Context: an optimization exercise on an open-source flow, tuned for small area, a short achievable clock period and few clock cycles. The choices shown serve that exercise and are no tape-out recipe. Only simulation tests tie the RTL to the original design; equivalence was not proved. Power figures rest on the tool's default switching activity, not on a simulated workload.

--- flow/config.mk ---
export PLATFORM = sky130hd
export DESIGN_NAME = monotonic_clock_overflow_tracker
export DESIGN_NICKNAME = monotonic_clock_overflow_tracker
export VERILOG_FILES = /design/flow/design.v
export SDC_FILE = /design/flow/constraint.sdc
export NUM_CORES = 4
export LEC_CHECK = 0
export CAP_MARGIN = 20
export CORE_MARGIN = 2
export CORE_UTILIZATION = 55
export CTS_CLUSTER_DIAMETER = 80
export CTS_CLUSTER_SIZE = 30
export SETUP_SLACK_MARGIN = 5
export SLEW_MARGIN = 20
export SYNTH_HIERARCHICAL = 1
--- flow/constraint.sdc ---
create_clock -name core_clock -period 10.0 [get_ports {clk}]
set_input_delay 2.0000 -clock core_clock [delete_from_list [all_inputs] [get_ports {clk}]]
set_output_delay 2.0000 -clock core_clock [all_outputs]
set_load 0.01 [all_outputs]
--- flow/design.v ---
module mcot_dec (
    input         go,
    input         in_src,
    input  [63:0] in_word,
    output [21:0] lc,         
    output [5:0]  le,         
    output [31:0] pin_sel,
    output [7:0]  h_sel
);
    wire [7:0] op = in_word[63:56];
    wire z55_51 = (in_word[55:51] == 5'd0);
    wire z50_48 = (in_word[50:48] == 3'd0);
    wire z47_43 = (in_word[47:43] == 5'd0);
    wire z42_41 = (in_word[42:41] == 2'd0);
    wire z40    = ~in_word[40];
    wire z39_37 = (in_word[39:37] == 3'd0);
    wire z36_32 = (in_word[36:32] == 5'd0);
    wire zd     = (in_word[31:0] == 32'd0);
    wire z55_43 = z55_51 & z50_48 & z47_43;
    wire z55_41 = z55_43 & z42_41;
    wire z55_40 = z55_41 & z40;
    wire fz_d  = z55_40 & z39_37 & z36_32;
    wire fz_z  = fz_d & zd;
    wire fz_c  = z55_41 & z39_37 & z36_32;
    wire fz_h  = z55_40 & zd;
    wire fz_hd = z55_40;
    wire fz_p  = z55_40 & z39_37 & zd;
    wire fz_pc = z55_41 & zd & ~(in_word[39] & in_word[38]);
    wire fz_pw = z55_41 & z39_37 & zd;
    wire fz_pa = z55_51 & z47_43 & z40 & z39_37 & ~z42_41;
    wire fz_ep = z55_43 & z40 & z39_37 & zd & (in_word[42] ^ in_word[41]);
    wire fz_f  = z55_41 & z39_37 & z36_32 & zd;
    wire cgo = go & ~in_src;
    wire ego = go & in_src;
    assign lc[0]  = cgo & (op == 8'h10) & fz_z;
    assign lc[1]  = cgo & (op == 8'h11) & fz_z;
    assign lc[2]  = cgo & (op == 8'h12) & fz_z;
    assign lc[3]  = cgo & (op == 8'h13) & fz_c;
    assign lc[4]  = cgo & (op == 8'h14) & fz_z;
    assign lc[5]  = cgo & (op == 8'h20) & fz_z;
    assign lc[6]  = cgo & (op == 8'h21) & fz_d;
    assign lc[7]  = cgo & (op == 8'h30) & fz_d;
    assign lc[8]  = cgo & (op == 8'h31) & fz_d;
    assign lc[9]  = cgo & (op == 8'h40) & fz_d;
    assign lc[10] = cgo & (op == 8'h41) & fz_hd;
    assign lc[11] = cgo & (op == 8'h42) & fz_h;
    assign lc[12] = cgo & (op == 8'h43) & fz_h;
    assign lc[13] = cgo & (op == 8'h44) & fz_z;
    assign lc[14] = cgo & (op == 8'h45) & fz_d;
    assign lc[15] = cgo & (op == 8'h50) & fz_pc;
    assign lc[16] = cgo & (op == 8'h51) & fz_pa;
    assign lc[17] = cgo & (op == 8'h52) & fz_p;
    assign lc[18] = cgo & (op == 8'h53) & fz_pw;
    assign lc[19] = cgo & (op == 8'h54) & fz_p;
    assign lc[20] = cgo & (op == 8'h55) & fz_p;
    assign lc[21] = cgo & (op == 8'h56) & fz_p;
    assign le[0] = ego & (op == 8'hE0) & fz_z;
    assign le[1] = ego & (op == 8'hE1) & fz_z;
    assign le[2] = ego & (op == 8'hE2) & fz_ep;
    assign le[3] = ego & (op == 8'hE3) & fz_pw;
    assign le[4] = ego & (op == 8'hE4) & fz_f;
    assign le[5] = ego & (op == 8'hEF) & fz_z;
    assign pin_sel = 32'd1 << in_word[36:32];
    assign h_sel   = (in_word[39:35] == 5'd0) ? (8'd1 << in_word[34:32]) : 8'd0;
endmodule
module mcot_pre (
    input  [23:0]  counter, compare,
    input          armed, ctr_run, wk_nz,
    input  [31:0]  ts,
    input  [351:0] rem_flat,
    input  [7:0]   t_state, t_cbnz, t_created, ntf_pend,
    input          rdy,
    output [23:0]  tick_next,
    output         ts_step, hit_pre, wk_pre,
    output [31:0]  ts_init, ts_tovf, ts_inc,
    output [7:0]   t_exp, cand_rest,
    output [2:0]   np_idx,
    output         pend_any, cand_any, rest_any,
    output [7:0]   slot_oh,
    output [2:0]   slot_idx,
    output         all_created
);
    wire [20:0] c8 = counter[23:3];
    assign tick_next = counter + 24'd1;
    assign ts_step = (counter[2:0] == 3'd7) & (c8 != 21'h1FFFFF);
    assign hit_pre = armed & (tick_next == compare);
    assign wk_pre  = ctr_run & hit_pre & wk_nz;
    assign ts_init = ts - {11'd0, c8};
    assign ts_tovf = ts_init + 32'h001FFFFE;
    assign ts_inc  = ts + 32'd1;
    genvar g;
    generate
        for (g = 0; g < 8; g = g + 1) begin : g_exp
            wire [43:0] r = rem_flat[44*g +: 44];
            assign t_exp[g] = t_state[g] & (r[43:8] == 36'd0) & (r[7:0] < 8'd250);
        end
    endgenerate
    wire [7:0] t_cand = rdy ? (t_exp & t_cbnz) : ntf_pend;
    wire [7:0] np_oh  = t_cand & ~(t_cand - 8'd1);
    assign cand_rest = t_cand & ~np_oh;
    assign np_idx    = {|np_oh[7:4], |(np_oh & 8'hCC), |(np_oh & 8'hAA)};
    assign pend_any  = |ntf_pend;
    assign cand_any  = |t_cand;
    assign rest_any  = |cand_rest;
    wire [7:0] t_free = ~t_created;
    assign slot_oh     = t_free & ~(t_free - 8'd1);
    assign slot_idx    = {|slot_oh[7:4], |(slot_oh & 8'hCC), |(slot_oh & 8'hAA)};
    assign all_created = &t_created;
endmodule
module mcot_arith_in (
    input  [31:0] data,
    input  [23:0] counter,
    input  [31:0] ts,
    output [31:0] ts_upd,
    output [23:0] wk_target,
    output        wk_toolong,
    output [31:0] elapsed,
    output        el_borrow
);
    wire [20:0] c8 = counter[23:3];
    assign ts_upd = data + {11'd0, c8};
    assign wk_toolong = (data[31:21] != 11'd0);
    wire [21:0] wk_sum = {1'b0, c8} + {1'b0, data[20:0]};
    wire [20:0] wk_alt = ~c8 + data[20:0];
    assign wk_target = wk_sum[21] ? {wk_alt, ~counter[2:0]}
                                  : {wk_sum[20:0], counter[2:0]};
    wire [32:0] el_diff = {1'b0, ts} - {1'b0, data};
    assign elapsed   = el_diff[31:0];
    assign el_borrow = el_diff[32];
endmodule
module monotonic_clock_overflow_tracker (
    input             clk,
    input             rst,               
    input             in_valid,
    output            in_ready,
    input             in_src,            
    input      [63:0] in_word,
    output reg        resp_valid,
    output     [63:0] resp_word,
    output reg        ntf_valid,
    output     [63:0] ntf_word,
    output     [23:0] cmp_value,
    output            cmp_armed,
    output     [31:0] pin_initialized,
    output     [31:0] pin_mode,
    output     [63:0] pin_pull,
    output     [31:0] pin_out_level,
    output     [31:0] pin_sense_toggle,
    output     [63:0] pin_irq_mode,
    output     [31:0] pin_evt_en,
    output     [95:0] pin_prio
);
    localparam [2:0] ST_OK = 3'd0, ST_STATE = 3'd1, ST_NORES = 3'd2,
                     ST_PARAM = 3'd3, ST_ILLEGAL = 3'd4;
    reg        ctr_run;
    reg [23:0] counter;
    reg [23:0] compare;
    reg        armed;
    reg [31:0] ts;            
    reg [31:0] wk_cb;         
    reg        wk_nz;         
    reg        hw_ok;
    reg [31:0] pin_in;
    reg [7:0]  t_created;
    reg [7:0]  t_state;       
    reg [7:0]  t_set;         
    reg [7:0]  t_cbnz;        
    reg [31:0] t_cb      [0:7];
    reg [31:0] t_timeout [0:7];
    reg [43:0] t_rem     [0:7];
    reg [31:0] p_init, p_mode, p_evt, p_out, p_hnz, p_sense;
    reg [1:0]  p_pull [0:31];
    reg [1:0]  p_irq  [0:31];
    reg [2:0]  p_prio [0:31];
    reg [31:0] handler [0:31];    
    reg [7:0]  ntf_pend;      
    reg [2:0]  r_status;
    reg [31:0] r_data;        
    reg        r_ok;          
    reg [1:0]  n_kind;
    reg [4:0]  n_index;
    reg [31:0] n_token;
    reg        rdy;           
    reg        clrq;          
    reg        rstq;          
    assign in_ready  = rdy;
    assign resp_word = {24'd0, 5'd0, r_status, r_data & {32{r_ok}}};
    assign ntf_word  = {8'hF0, 14'd0, n_kind, 3'd0, n_index, n_token};
    assign cmp_value        = compare;
    assign cmp_armed        = armed;
    assign pin_initialized  = p_init;
    assign pin_mode         = p_mode;
    assign pin_out_level    = p_out;
    assign pin_sense_toggle = p_sense;            
    assign pin_evt_en       = p_evt;
    genvar gp;
    generate
        for (gp = 0; gp < 32; gp = gp + 1) begin : g_pin_out
            assign pin_pull[2*gp+1:2*gp]     = p_pull[gp];
            assign pin_irq_mode[2*gp+1:2*gp] = p_irq[gp];
            assign pin_prio[3*gp+2:3*gp]     = p_prio[gp];
        end
    endgenerate
    wire [7:0]  op     = in_word[63:56];
    wire [7:0]  f_idx  = in_word[39:32];
    wire [2:0]  f_h    = in_word[34:32];
    wire [4:0]  f_pin  = in_word[36:32];
    wire        f_mode = in_word[37];
    wire [1:0]  f_pull = in_word[39:38];
    wire        f_flag = in_word[40];
    wire [1:0]  f_edge = in_word[42:41];
    wire [2:0]  f_prio = in_word[50:48];
    wire [31:0] f_data = in_word[31:0];
    wire go  = in_valid & in_ready;
    wire cgo = go & ~in_src;                
    wire [21:0] lc;
    wire [5:0]  le;
    wire [31:0] pin_sel;
    wire [7:0]  h_sel;
    mcot_dec u_dec (.go(go), .in_src(in_src), .in_word(in_word),
                    .lc(lc), .le(le), .pin_sel(pin_sel), .h_sel(h_sel));
    wire l10 = lc[0],  l11 = lc[1],  l12 = lc[2],  l13 = lc[3],  l14 = lc[4];
    wire l20 = lc[5],  l21 = lc[6],  l30 = lc[7],  l31 = lc[8],  l40 = lc[9];
    wire l41 = lc[10], l42 = lc[11], l43 = lc[12], l44 = lc[13], l45 = lc[14];
    wire l50 = lc[15], l51 = lc[16], l52 = lc[17], l53 = lc[18], l54 = lc[19];
    wire l55 = lc[20], l56 = lc[21];
    wire legal = |lc;
    wire eE0 = le[0], eE1 = le[1], eE2 = le[2], eE3 = le[3], eE4 = le[4], eEF = le[5];
    wire [351:0] rem_flat = {t_rem[7], t_rem[6], t_rem[5], t_rem[4],
                             t_rem[3], t_rem[2], t_rem[1], t_rem[0]};
    wire [23:0] tick_next;
    wire        ts_step, hit_pre, wk_pre, pend_any, cand_any, rest_any;
    wire [31:0] ts_init, ts_tovf, ts_inc;
    wire [7:0]  t_exp, cand_rest, slot_oh;
    wire [2:0]  np_idx, slot_idx;
    wire        all_created;
    mcot_pre u_pre (.counter(counter), .compare(compare), .armed(armed),
        .ctr_run(ctr_run), .wk_nz(wk_nz), .ts(ts), .rem_flat(rem_flat),
        .t_state(t_state), .t_cbnz(t_cbnz), .t_created(t_created),
        .ntf_pend(ntf_pend), .rdy(rdy),
        .tick_next(tick_next), .ts_step(ts_step), .hit_pre(hit_pre), .wk_pre(wk_pre),
        .ts_init(ts_init), .ts_tovf(ts_tovf), .ts_inc(ts_inc),
        .t_exp(t_exp), .cand_rest(cand_rest), .np_idx(np_idx),
        .pend_any(pend_any), .cand_any(cand_any), .rest_any(rest_any),
        .slot_oh(slot_oh), .slot_idx(slot_idx), .all_created(all_created));
    wire [31:0] ts_upd, elapsed;
    wire [23:0] wk_target;
    wire        wk_toolong, el_borrow;
    mcot_arith_in u_ain (.data(f_data), .counter(counter), .ts(ts),
        .ts_upd(ts_upd), .wk_target(wk_target), .wk_toolong(wk_toolong),
        .elapsed(elapsed), .el_borrow(el_borrow));
    wire       cmp_hit   = hit_pre;
    wire [7:0] pend_next = (rdy ? {8{eE1}} : 8'hFF) & cand_rest;
    wire       rdy_next  = rdy ? ~(eE1 & rest_any) : ~rest_any;
    wire       ntf_any   = pend_any | (eE1 & cand_any);
    wire pi = p_init[f_pin];
    wire pm = p_mode[f_pin];
    wire hc = (f_idx[7:3] == 5'd0) & t_created[f_h];
    wire s_state = (l10 & ctr_run) | ((l13 | l30) & ~ctr_run) |
                   ((l41 | l42 | l43) & ~hc) |
                   (l50 & pi) | ((l51 | l55) & (~pi | pm)) |
                   ((l53 | l54) & (~pi | ~pm)) | (l56 & ~pi);
    wire s_nores = (l10 & ~ctr_run & ~hw_ok) | (l40 & all_created);
    wire s_param = (l30 & ctr_run & wk_toolong) | (l42 & hc & ~t_set[f_h]);
    wire [2:0] status = ~legal  ? ST_ILLEGAL :
                        s_state ? ST_STATE   :
                        s_nores ? ST_NORES   :
                        s_param ? ST_PARAM   : ST_OK;
    wire o11 = (op == 8'h11), o12 = (op == 8'h12), o40 = (op == 8'h40),
         o45 = (op == 8'h45), o55 = (op == 8'h55);
    wire o_ts = (op == 8'h20) | (op == 8'h44);
    wire [31:0] rsel =
          ({32{o11}}  & {8'd0, counter})
        | ({32{o12}}  & 32'h00FFFFFF)
        | ({32{o_ts}} & ts)
        | ({32{o40}}  & {29'd0, slot_idx})
        | ({32{o45}}  & elapsed)
        | ({32{o55}}  & {31'd0, pin_in[f_pin]});
    wire dok = l11 | l12 | l20 | l44 | l45 | (l40 & ~s_nores) | (l55 & pi & ~pm);
    wire rok = dok & ~(o45 & el_borrow);
    wire do_tick  = eE0 & ctr_run;
    wire wk_fire  = eE0 & wk_pre;
    wire irq_fire = eE2 & p_hnz[f_pin];
    always @(posedge clk) begin
        if (rst) begin
            resp_valid <= 1'b0;
            ntf_valid  <= 1'b0;
        end else begin
            resp_valid <= ~clrq & cgo;
            ntf_valid  <= ~clrq & (wk_fire | irq_fire | ntf_any);
        end
        r_status <= status;
        r_data   <= rsel;
        r_ok     <= rok;
        if (!in_ready || op[0]) begin
            n_kind  <= 2'd2;
            n_index <= {2'd0, np_idx};
            n_token <= t_cb[np_idx];
        end else if (op[1]) begin
            n_kind  <= 2'd3;
            n_index <= f_pin;
            n_token <= handler[f_pin];
        end else begin
            n_kind  <= 2'd1;
            n_index <= 5'd0;
            n_token <= wk_cb;
        end
    end
    wire clr = clrq;
    always @(posedge clk) begin
        clrq <= rst | eEF;
        rstq <= rst;
        if (rst | eEF)
            rdy <= 1'b0;
        else if (clrq)
            rdy <= 1'b1;
        else
            rdy <= rdy_next;
    end
    always @(posedge clk) begin
        if (clr) begin
            ctr_run <= 1'b0;
            counter <= 24'd0;
            compare <= 24'd0;
            armed   <= 1'b0;
            ts      <= 32'd0;
            wk_nz   <= 1'b0;
        end else begin
            if (l10 & ~ctr_run & hw_ok) begin
                ctr_run <= 1'b1;
                counter <= 24'd0;
                compare <= 24'd0;
                armed   <= 1'b0;
                ts      <= ts_init;
            end
            if (l13 & ctr_run) begin
                compare <= f_data[23:0];
                armed   <= f_flag;
            end
            if (l14 & ctr_run) begin
                counter <= 24'hFFFFF0;
                ts      <= ts_tovf;
            end
            if (l21)
                ts <= ts_upd;
            if (l30 & ctr_run & ~wk_toolong) begin
                compare <= wk_target;
                armed   <= 1'b1;
            end
            if (l31)
                wk_nz <= (f_data != 32'd0);
            if (do_tick) begin
                counter <= tick_next;
                if (ts_step) ts <= ts_inc;
                if (cmp_hit) armed <= 1'b0;
            end
        end
        if (rstq) begin
            hw_ok  <= 1'b0;
            pin_in <= 32'd0;
        end else begin
            if (eE4) hw_ok <= f_flag;
            if (eE3) pin_in <= (pin_in & ~pin_sel) | ({32{f_flag}} & pin_sel);
        end
    end
    integer h;
    always @(posedge clk) begin
        if (clr) begin
            t_created <= 8'd0;
            t_state   <= 8'd0;
            t_set     <= 8'd0;
            ntf_pend  <= 8'd0;
        end else begin
            ntf_pend <= pend_next;
            for (h = 0; h < 8; h = h + 1) begin
                if (l40 & slot_oh[h]) t_created[h] <= 1'b1;
                if (l41 & h_sel[h] & t_created[h]) t_set[h] <= 1'b1;
                if (l42 & h_sel[h] & t_created[h] & t_set[h]) t_state[h] <= 1'b1;
                if (l43 & h_sel[h]) t_state[h] <= 1'b0;
                if (eE1 & t_exp[h]) t_state[h] <= 1'b0;
            end
        end
    end
    integer p;
    always @(posedge clk) begin
        if (clr) begin
            p_init  <= 32'd0;
            p_mode  <= 32'd0;
            p_sense <= 32'd0;
            p_evt  <= 32'd0;
            p_out  <= 32'd0;
            p_hnz  <= 32'd0;
            for (p = 0; p < 32; p = p + 1) begin
                p_pull[p] <= 2'd0;
                p_irq[p]  <= 2'd0;
                p_prio[p] <= 3'd0;
            end
        end else begin
            for (p = 0; p < 32; p = p + 1) begin
                if (pin_sel[p]) begin
                    if (l50 & ~p_init[p]) begin
                        p_init[p]  <= 1'b1;
                        p_mode[p]  <= f_mode;
                        p_sense[p] <= ~f_mode;
                        p_pull[p] <= f_pull;
                        p_out[p]  <= f_mode & f_flag;
                    end
                    if (l51 & p_init[p] & ~p_mode[p]) begin
                        p_hnz[p]  <= (f_data != 32'd0);
                        p_irq[p]  <= f_edge;
                        p_prio[p] <= f_prio;
                        p_evt[p]  <= 1'b1;
                    end
                    if (l52)
                        p_evt[p] <= 1'b0;
                    if (l53 & p_init[p] & p_mode[p])
                        p_out[p] <= f_flag;
                    if (l54 & p_init[p] & p_mode[p])
                        p_out[p] <= ~p_out[p];
                    if (l56 & p_init[p]) begin
                        p_init[p]  <= 1'b0;
                        p_mode[p]  <= 1'b0;
                        p_sense[p] <= 1'b0;
                        p_pull[p] <= 2'd0;
                        p_irq[p]  <= 2'd0;
                        p_evt[p]  <= 1'b0;
                        p_prio[p] <= 3'd0;
                        p_out[p]  <= 1'b0;
                    end
                end
            end
        end
    end
    integer k;
    always @(posedge clk) begin
        if (l31) wk_cb <= f_data;
        for (k = 0; k < 32; k = k + 1)
            if (l51 & pin_sel[k] & p_init[k] & ~p_mode[k])
                handler[k] <= f_data;
        for (k = 0; k < 8; k = k + 1) begin
            if (l40 & slot_oh[k]) begin
                t_cb[k]   <= f_data;
                t_cbnz[k] <= (f_data != 32'd0);
            end
            if (l41 & h_sel[k])
                t_timeout[k] <= (f_data[31:4] == 28'd0 && f_data[3:0] < 4'd10) ? 32'd10 : f_data;
            if (l42 & h_sel[k])
                t_rem[k] <= {t_timeout[k], 12'd62};
            else if (eE1)
                t_rem[k] <= t_rem[k] - 44'd125;
        end
    end
endmodule
--- flow/run.sh ---
#!/bin/bash
# synth_recipe.tcl (not shown) runs the flow's synth.tcl, then flattens the netlist and writes it again
# the make line also repeats each setting of config.mk as NAME=value (left out here)
make -C /OpenROAD-flow-scripts/flow DESIGN_CONFIG=/design/flow/config.mk WORK_HOME=/design/flow/orfs CLKGATE_MAP_FILE= SYNTH_SCRIPT=/design/flow/synth_recipe.tcl finish
==> results of run 1 <==
==> critical path, stage by stage <==
cell and delay (ps):
buf_2 70, buf_4 350, buf_8 340, nor2b_4 200, and2_2 440, buf_4 400
a2111oi_0 720, nand3_1 220, nor4_1 630, a21o_1 260, a21oi_1 100
==> metrics by stage <==
| stage | setup WS [ps] | cell area (sq um) | utilization [%] | instances |
|---|---|---|---|---|
| 2_1_floorplan | 4605 | 113500 | - | 9847 |
| 3_3_place_gp | 2112 | 121500 | 59.39 | 12660 |
| 3_5_place_dp | 2319 | 121500 | 59.41 | 12660 |
| 4_1_cts | 5001 | 126700 | 61.94 | 12920 |
| 5_1_grt | 4932 | 127500 | 62.32 | 12950 |
| 6_report | 4874 | 127600 | 62.36 | 12970 |
==> registers in the layout, summed over array words and instances (netlist names), 64 cells and up, named ones only <==
register,flops
t_timeout,256
handler,1024
p_pull,64
p_prio,96
t_rem,352
p_irq,64
t_cb,256
==> layer usage <==
layer	up-vias	wire length [um]
met3	1120	55000
met2	5919	190900
met1	43740	166200
met5	-	82
met4	12	29620
li1	37370	-
==> kinds of logic (layout without fill, tap and decap cells) <==
| kind of cell | Yosys count | after routing | share of synthesized area [%] |
|---|---|---|---|
| DFF | 2572 | 2572 | 61.67 |
| and+or+nand+nor | 3316 | 3321 | 14.30 |
| xor gates and xnor gates | 506 | 506 | 3.931 |
| buffers and inverters | 871 | 1273 | 3.107 |
| AOI/OAI and AO/OA | 2248 | 2249 | 13.52 |
| other | 3 | 86 | 0.009945 |
| adders and majority gates | 112 | 112 | 1.262 |
| muxes | 167 | 167 | 2.200 |
==> repair_timing <==
action	4_1_cts	5_1_grt
setup endpoints to repair	2549	1268
gates cloned	6	5
pin swaps	11	16
hold buffers	0	0
resized for setup	140	132
buffers inserted	16	19
==> how the worst min path moves through the flow <==
stage	startpoint	end	slack, ps	cells past startpoint
after CTS	flip-flop	flip-flop	460	2
final	flip-flop	flip-flop	460	2
after detailed placement	flip-flop	flip-flop	450	2
after global routing	flip-flop	flip-flop	480	2
after floorplan	t_state[0]	t_state[0]	430	2
after global placement	flip-flop	flip-flop	440	2
==> modules after synthesis, one instance, submodules excluded <==
| module | area [sq um] | copies in the design | cells |
|---|---|---|---|
| mcot_dec | 818.3 | 1 | 149 |
| monotonic_clock_overflow_tracker | 103100 | 1 | 8246 |
| mcot_pre | 4915 | 1 | 756 |
| mcot_arith_in | 4362 | 1 | 644 |
==> cells in the mapped netlist (99+ instances only) <==
cell type | number | area (sq um)
edfxtp_1 | 1832 | 55010
nor2_1 | 1051 | 3945
nand2_1 | 808 | 3033
dfxtp_1 | 740 | 14810
a22oi_1 | 708 | 5315
clkbuf_1 | 552 | 2072
a21oi_1 | 457 | 2287
xnor2_1 | 352 | 3083
o21ai_0 | 338 | 1692
nor3_1 | 227 | 1136
nand3_1 | 219 | 1096
nor4_1 | 196 | 1226
inv_1 | 190 | 713.2
a211oi_1 | 167 | 1254
xor2_1 | 153 | 1340
and3_1 | 129 | 807.0
and2_1 | 118 | 738.2
ha_1 | 107 | 1339
or3_1 | 99 | 619.3
==> power by group through the flow <==
stage          clock (uW)  sequential, uW  combinational (uW)
2_1_floorplan           0           11600                 316
3_3_place_gp            0           11600                 745
3_5_place_dp            0           11600                 752
4_1_cts              6550           11400                 764
5_1_grt              6880           11400                 810
6_report             6540           11400                 798
==> layout make-up <==
cell class                 count  area, sq um
antenna                       31        77.57
clock buffer                 159         3541
clock inverter                74        874.6
fill                       16210        77020
inverter                     192        725.7
multi-input combinational   6410        40900
sequential                  2572        69840
tap                         2688         3363
timing repair buffer         848         8242
==> results.py, run 1 <==
metrics = {
    "status": {
        "status": "finished clean",
    },
    "drt": {
        "drtPass1Iterations": 8,
        "drtAntennaViolNets": 0,
        "wl_per_cell_um": 34.05,
        "dr_total_vias": 88170,
        "via_per_inst": 6.796,
        "drc": 0,
        "drt_wl_total_um": 441800,
        "dr.first_iter.drc_count": 13500,
    },
    "power": {
        "power_density_nw_per_um2": 146.7,
        "leakage_uw": 0.04184,
        "ir_drop_mv": 0.2035,
        "clkPwrFrac_pct": 34.9,
        "power.share.switching_pct": 23.17,
        "internal_power_uw": 14380,
        "seqPwrFrac_pct": 60.8,
        "power_uw": 18720,
        "comb_power_share_pct": 4.3,
        "switching_power_uw": 4336,
    },
    "grt": {
        "grt_max_degree": 230,
        "antenna_found_initial": 37,
        "grtUsageMet2_pct": 60.23,
        "grt_util_met3_pct": 9.777,
        "gr-usage-met1_pct": 55.70,
        "track_usage_pct": 40.96,
        "grt_overflow": 0,
        "grt_pass1_wl_um": 614500,
        "grt-busiest-layer": "met2",
        "grt_pass1_vias": 81680,
    },
    "die": {
        "dieArea_sq_um": 209500,
        "start_util_pct": 55.34,
        "die_y_um": 457.7,
        "die_w_um": 457.7,
        "boundaryPins": 608,
        "core-area_sq_um": 204600,
        "fp-row-count": 166,
    },
    "run": {
        "drv_cap": 0,
    },
    "cts": {
        "htree_levels": 4,
        "root_buffer": "clkbuf_16",
        "cts.sinks": 2572,
        "clk_pin_slew_worst_paths_ps": 110,
        "clockBufferDepth": 3,
        "cts_made_buffers": 130,
        "cts_tree": "done",
        "clk_latency_ps": 860,
    },
    "critical_path": {
        "crit_path_start": "in_word[33]",
        "reg2reg_depth": 15,
        "worstPathRequired_ps": 10730,
        "arrival_ps": 5860,
        "path_max_fanout": 25,
        "r2r_slack_ps": 5140,
        "criticalPathCategory": "primary input to flip-flop",
        "reg2reg_to": "n_token[14]",
        "crit_path_end": "n_token[9]",
        "end_kind": "flip-flop",
        "setup.worst_path.start_class": "primary input",
        "r2r_start": "t_rem[6][25]",
    },
    "logic_synthesis": {
        "synth_edf_count": 1832,
        "syn_avg_cell_area_sq_um": 11.56,
        "synth_cell_types": 107,
        "async_flop_share_pct": 0,
        "synth-main-ff-cell": "edfxtp_1",
        "netlist_instances": 9795,
        "ys_seq_area_share_pct": 61.67,
        "yosysWarnings": 14,
        "ys_seq_elements": 2572,
        "syn_area_sq_um": 113200,
    },
    "timing": {
        "hold_violations": 0,
        "rsz0062_at_grt": "true",
        "min_period_ps": 5126,
        "fmax_mhz": 195.1,
        "fin_skew_ps": 59.13,
        "post-route-period-util_pct": 51.26,
        "fin_tns_setup_ps": 0,
        "hold_ws_ps": 455.8,
        "finalSetupViolations": 0,
        "maxSlewViolCount": 0,
        "relSlewSlack_pct": 14.45,
        "worst_pin_slew_ps": 1283,
    },
    "layout": {
        "layout_common_cells": "1832 x edfxtp_1, 1043 x nor2_1, 794 x nand2_1, 730 x dfxtp_1, 708 x a22oi_1",
        "syn2layout_area_growth_pct": 12.67,
        "final_nets": 10330,
        "layout_commonest_cell": "edfxtp_1",
        "layout-drive-gt1-share_pct": 9.166,
    },
    "hold_path": {
        "hold_path_class": "flip-flop to flip-flop",
    },
    "placement": {
        "place.gp.congestion": 0.9805,
        "hpwl_um": 276200,
        "io_buffers": 553,
    },
}
Testbench counts, summed over its fixed seeds: cycles 48,658.
==> run 2: changes to the inputs <==
--- a/flow/config.mk
+++ b/flow/config.mk
@@ -9,3 +9,3 @@
 export CORE_MARGIN = 2
-export CORE_UTILIZATION = 55
+export CORE_UTILIZATION = 60
 export CTS_CLUSTER_DIAMETER = 80
==> run 2 against run 1 <==
Effect of this change:
- final cell count decreased by 1.2%
- critical endpoint is now n_token[20]
- clock power grew 0.8%
- global-route usage is 2.8 points higher
- combinational power is 2% higher
- first-iteration DRC count rose by 13%
- highest routed layer unchanged
- area after synthesis unchanged
- still clean on timing, DRC and antenna
- sequential share of layout area shrank 0.26 points
- flip-flop and latch count did not move
- clock skew decreased by 13 ps
- worst hold slack improved by 7.1 ps
- maximum frequency shrank 0.76%
- sequential power about the same
==> results.py, run 2 <==
metrics = {
    "status": {
        "status": "finished clean",
    },
    "timing": {
        "hold_ws_ps": 462.9,
        "fmax_mhz": 193.6,
        "fin_tns_setup_ps": 0,
        "fin_ws_ps": 4834,
        "rsz0062_at_grt": "true",
        "finalSetupViolations": 0,
        "maxSlewViolCount": 0,
        "fin_skew_ps": 46.54,
        "post-route-period-util_pct": 51.66,
        "hold_violations": 0,
        "worst_pin_slew_ps": 1269,
        "min_period_ps": 5166,
        "relSlewSlack_pct": 13.23,
    },
    "die": {
        "start_util_pct": 60.35,
        "die_w_um": 438.4,
        "dieArea_sq_um": 192200,
        "boundaryPins": 608,
        "fp-row-count": 159,
        "die_y_um": 438.4,
        "core-area_sq_um": 187600,
    },
    "logic_synthesis": {
        "syn_area_sq_um": 113200,
        "async_flop_share_pct": 0,
        "synth_cell_types": 107,
        "ys_seq_elements": 2572,
        "netlist_instances": 9795,
        "post-synth-top-area-cell": "edfxtp_1",
        "synthTopCellsByCount": "1832 x edfxtp_1, 1051 x nor2_1, 808 x nand2_1",
        "synth-main-ff-cell": "edfxtp_1",
        "synth_edf_count": 1832,
        "yosysWarnings": 14,
        "netlist.area_leader.share_pct": 48.59,
        "synth_area_leaders": "edfxtp_1 49%, dfxtp_1 13%, a22oi_1 4.7%",
        "yosysMostFrequentCell": "edfxtp_1",
        "ys_seq_area_share_pct": 61.67,
        "syn_avg_cell_area_sq_um": 11.56,
    },
    "placement": {
        "io_buffers": 553,
        "place_inst": 12470,
        "place.gp.congestion": 0.9903,
        "hpwl_um": 267700,
        "place_ws_ps": 2826,
    },
    "power": {
        "power.share.switching_pct": 23.17,
        "clkPwrFrac_pct": 35.1,
        "internal_power_uw": 14430,
        "comb_power_share_pct": 4.3,
        "leakage_uw": 0.04217,
        "seqPwrFrac_pct": 60.6,
        "switching_power_uw": 4354,
        "ir_drop_mv": 0.1484,
        "power_density_nw_per_um2": 146.6,
    },
    "cts": {
        "clk_latency_ps": 870,
        "ctsHoldBuffers": 0,
        "clk_pin_slew_worst_paths_ps": 110,
        "htree_levels": 4,
        "clockBufferDepth": 3,
        "cts_tree": "done",
        "cts_made_buffers": 133,
        "cts.sinks": 2572,
        "root_buffer": "clkbuf_16",
    },
    "critical_path": {
        "arrival_ps": 5890,
        "slowest_delay_ps": 960,
        "path_max_fanout": 21,
        "setup.worst_path.start_class": "primary input",
        "criticalPathCategory": "primary input to flip-flop",
        "critPathTopFamily": "simple AND/OR/NAND/NOR gates",
        "r2r_slack_ps": 5100,
        "cp_num_buf_inv": 2,
        "end_kind": "flip-flop",
        "worstPathRequired_ps": 10720,
        "worstPathCellList": "clkdlybuf4s50_1, buf_6, nor3b_2, and2_1, a2111oi_0, nand3_1, nor4_2, a2bb2oi_1, a21oi_1",
        "slowest_stage": "a2111oi_0",
    },
    "layout": {
        "largest_register_ffs": 1024,
        "syn2layout_area_growth_pct": 13.21,
        "multi_input_area_sq_um": 41020,
        "fill_cells": 13790,
        "top_regs": "handler (1024), t_rem (352)",
        "largest-register": "handler",
        "final_cells": 12810,
        "fin_util_pct": 68.33,
        "final_nets": 10360,
        "layout_common_cells": "1832 x edfxtp_1, 1042 x nor2_1, 787 x nand2_1, 730 x dfxtp_1, 707 x a22oi_1",
        "register_area_sq_um": 69840,
        "layout-drive-gt1-share_pct": 9.382,
        "layout_commonest_cell": "edfxtp_1",
    },
    "drt": {
        "via_per_inst": 6.993,
        "drtAntennaViolNets": 0,
        "wl_per_cell_um": 33.96,
        "drt_wl_total_um": 435100,
        "dr_total_vias": 89600,
        "drc": 0,
        "dr.first_iter.drc_count": 15200,
        "drtPass1Iterations": 8,
    },
    "hold_path": {
        "hold_path_class": "flip-flop to flip-flop",
    },
    "grt": {
        "antenna_found_initial": 47,
        "grt_pass1_wl_um": 602400,
        "grt_pass1_vias": 82380,
        "track_usage_pct": 43.76,
        "grt_overflow": 0,
        "grt_max_degree": 109,
    },
    "run": {
        "drv_cap": 0,
    },
}
## run 2: path summary, 6_finish.rpt
| kind | cells past startpoint | to | from |
|---|---|---|---|
| worst min register to register | 2 | flip-flop | flip-flop |
| worst max-delay path | 9 | n_token[20] | in_word[36] |
| worst max register to register | 15 | n_token[23] | t_rem[4][22] |
| worst min-delay path | 2 | flip-flop | flip-flop |
## run 2: cells by family after synthesis
logic type	Yosys count	share of synthesized area, %
fa+ha+maj	112	1.262
mux	167	2.200
compound gates	2248	13.52
buf+inv	871	3.107
simple gates	3316	14.30
other cells	3	0.009945
xor+xnor	506	3.931
flops	2572	61.67
## run 2: timing repair
action                                  in CTS  in global routing
setup buffers                               24                 28
pin swaps                                   11                 15
gates resized for setup                    186                173
endpoints found under the setup margin    2448               1454
gates cloned                                 6                 12
## run 2: layout make-up
cell class                 count  share of cell area, %
timing repair inverter         1               0.006833
timing repair buffer         868                  6.896
clock inverter                63                 0.6550
clock buffer                 170                  2.853
tap                         2495                  2.435
inverter                     192                 0.5827
multi-input combinational   6409                  32.00
sequential                  2572                  54.49
antenna                       42                0.08199
## run 2: through the flow
step | cell area [sq um] | total power [uW]
floorplan | 113500 | 11940
global placement | 121200 | 12370
detailed placement | 121300 | 12380
CTS | 126900 | 18710
global route | 128100 | 19120
finish | 128200 | 18790
## run 2: power by group through the flow
stage / Sequential, uW / Combinational, uW / Clock (uW)
global route: 11400 / 818 / 6920
floorplan: 11600 / 316 / 0
global placement: 11600 / 745 / 0
CTS: 11400 / 763 / 6570
finish: 11400 / 814 / 6590
detailed placement: 11600 / 754 / 0
## run 2: routing by layer
| metal | track usage (%) | share of wire [%] |
|---|---|---|
| met4 | 26.96 | 7.6 |
| met1 | 58.14 | 35 |
| met2 | 64.00 | 43 |
| met5 | 0 | 0.026 |
| met3 | 12.11 | 15 |
## run 2: modules after synthesis, one instance, submodules excluded
| module | cell area [sq um] | copies in the design | flops+latches |
|---|---|---|---|
| mcot_pre | 4915 | 1 | 0 |
| mcot_arith_in | 4362 | 1 | 0 |
| mcot_dec | 818.3 | 1 | 0 |
| monotonic_clock_overflow_tracker | 103100 | 1 | 2572 |
## run 2: worst min-delay path: cells and delay by family, from the launching register on
| family | cells | cell delay, ps |
|---|---|---|
| AOI/OAI and AO/OA | 1 | 50 |
| DFF | 1 | 320 |
| and+or+nand+nor | 1 | 50 |

re-timing with driven ports:
No port has a modelled driver above. Below, the same layouts with a new extraction and two added sets of constraints. Step 1 assumes that a clkbuf_16 drives the clock port and a buf_2 every other input. Step 2, shift: input delay + t, output delay - t, t = (earliest + latest rising clock arrival at the registers) / 2. This alone moves slack from input paths to output paths. a / b / c = ideal ports / drivers / drivers and shift; a / b = the first two.
run | shift t [ns] | slack for setup (ns) | worst register clock-pin slew, ns | worst data-port slew with drivers (ns)
run 1 | 0.933 | 4.874 / 4.955 / 4.022 | 0.12 / 0.12 | 0.17
run 2 | 0.939 | 4.834 / 4.874 / 3.935 | 0.12 / 0.12 | 0.16
After both steps every run listed still meets setup and hold. For run 2, which loses most, drivers alone change the setup slack by +0.040 ns; drivers and shift together by -0.899 ns.
